Background: an optimization exercise with open tools, aiming at small area. Do not read the settings as production practice. The RTL was checked by simulation tests, not by an equivalence proof against the original design. Power figures rest on the tool's default switching activity, not on a simulated workload.

alpha:
## swb
module swb #(
    parameter integer CYC_US   = 2,      
    parameter integer TICK_CYC = 1250    
) (
    input  wire        clk,
    input  wire        rst,
    input  wire        req_valid,
    input  wire [15:0] req_word,
    output wire        req_ready,
    input  wire        sb_we,
    input  wire [3:0]  sb_addr,
    input  wire [7:0]  sb_wdata,
    input  wire        reg_we,
    input  wire [3:0]  reg_addr,
    input  wire [31:0] reg_wdata,
    output reg  [31:0] reg_rdata,
    input  wire        ss_pin,
    input  wire        rst_pin,
    output reg         lcd_rs,
    output wire        lcd_rw,
    output reg         lcd_e,
    output reg  [3:0]  lcd_d
);
    localparam PRESSED_SS = 1'b0, PRESSED_RST = 1'b0;
    localparam [1:0] SES_UNINIT = 2'd0, SES_READY = 2'd2;
    localparam [3:0] OP_INIT = 4'h1, OP_WRSTR = 4'h5;
    localparam [3:0] H_IDLE = 4'd0, H0 = 4'd1, H1 = 4'd2, H1B = 4'd3, H2 = 4'd4,
                     H3 = 4'd5, H4 = 4'd6, H5 = 4'd7, H6 = 4'd8, H7 = 4'd9, H8 = 4'd10;
    localparam [3:0] L_IDLE = 4'd0, L0 = 4'd1, L1 = 4'd2, L2 = 4'd3, L3 = 4'd4,
                     L4 = 4'd5, L5 = 4'd6, L6 = 4'd7, L7 = 4'd8;
    localparam [3:0] R_ICON = 4'd0, R_IFLG = 4'd1, R_TMR = 4'd2, R_STAT = 4'd3,
                     R_ETCNT = 4'd4;
    reg [1:0]  session;
    reg [3:0]  hst, lst;
    reg        run;
    reg [31:0] n_et;
    reg [3:0]  tmr;
    reg [10:0] pre;
    reg        tmr_if, tmr_ie;
    reg        ss_if, rst_if, ss_ie, rst_ie, ss_edg, rst_edg;
    reg        ss_prev, rst_prev;
    reg [7:0]  strbuf [0:15];
    wire in_high = (hst != H_IDLE);
    wire in_low  = (lst != L_IDLE);
    wire req_high = (ss_if & ss_ie) | (tmr_if & tmr_ie & run);
    wire req_low  = rst_if & rst_ie;
    wire disp_h   = req_high & ~in_high;
  ...
Size: roughly 320 flip-flops, about 110 I/O pins, ~0.017 mm2 of cells after synthesis.
clock: 25.0 ns
lec_check: 0
abc_area: 1
cap_margin: 10
core_margin: 2
core_utilization: 55
place_density: 0.7
slew_margin: 10
standard.sh (not shown) runs the stock make flow with config.mk's settings and CLKGATE_MAP_FILE= SYNTH_SCRIPT=/design/flow/synth_recipe.tcl, a recipe that flattens the netlist after the stock synthesis.
==> flow/flow/run.sh <==
#!/bin/bash
# The standard layout (the standard.sh, standard synthesis unchanged) with
# two arguments changed: ports are buffered with buf_1 instead of the default
# buffer, and CTS uses clkbuf_16 in clusters of at most 20 sinks, without
# dummy loads. make's full output goes to standard.log.
set -euo pipefail
export BUFFER_PORTS_ARGS="-buffer_cell sky130_fd_sc_hd__buf_1"
export CTS_ARGS="-sink_clustering_enable -repair_clock_nets -dont_use_dummy_load -buf_list sky130_fd_sc_hd__clkbuf_16 -sink_clustering_size 20 -sink_clustering_max_diameter 100"
bash standard.sh > standard.log 2>&1
For beta, these inputs were changed with respect to alpha:
--- a/flow/flow/run.sh
+++ b/flow/flow/run.sh
@@ -4 +4 @@
-# buffer, and CTS uses clkbuf_16 in clusters of at most 20 sinks, without
+# buffer, and CTS uses clkbuf_8 in clusters of at most 16 sinks, without
@@ -8 +8 @@
-export CTS_ARGS="-sink_clustering_enable -repair_clock_nets -dont_use_dummy_load -buf_list sky130_fd_sc_hd__clkbuf_16 -sink_clustering_size 20 -sink_clustering_max_diameter 100"
+export CTS_ARGS="-sink_clustering_enable -repair_clock_nets -dont_use_dummy_load -buf_list sky130_fd_sc_hd__clkbuf_8 -sink_clustering_size 16 -sink_clustering_max_diameter 50"
--- outcome ---
beta vs. alpha: total routing resource utilization after global routing +0.44 points; first-pass GRT wire length shows an increase of 730 um; final standard cell count with taps included and fillers excluded higher; utilization roughly the same; share of power burned in registers held steady. Total power delta (alpha -> beta): insignificant. Compared with alpha, beta shows a setup slack that is 21 ps higher. Summary of beta over alpha: total wirelength of the detailed-routed design went up by 220 um; met3 usage went up by 1.7 points; via count of the first global-routing pass went up by 141.

-- re-timing with driven ports --
Ports are ideal in the flow. The routed layouts listed here were re-timed in OpenROAD.
Step 1 (the two cells are an assumption about what drives the block):
set clk [get_ports {clk}]
set_driving_cell -lib_cell sky130_fd_sc_hd__clkbuf_16 $clk
set_driving_cell -lib_cell sky130_fd_sc_hd__buf_2 [delete_from_list [all_inputs] $clk]
Step 2, shift: input delay + t, output delay - t, t = (earliest + latest rising clock arrival at the registers) / 2. This alone moves slack from input paths to output paths.
Slacks: ideal / step 1 / step 2; pairs: ideal / step 1.
run | shift t [ns] | setup WS [ns] | latest minus earliest clock arrival (ns) | slew at the worst register clock pin (ns) | worst data-port slew with drivers (ns)
alpha | 0.566 | 13.170 / 13.149 / 13.149 | 0.031 / 0.032 | 0.09 / 0.09 | 0.07
beta | 0.596 | 13.191 / 13.169 / 13.169 | 0.058 / 0.058 | 0.10 / 0.10 | 0.06
After both steps every run listed still meets setup and hold. The setup slack of beta, which loses most, moves by -0.022 ns with the drivers and by -0.022 ns with both steps.
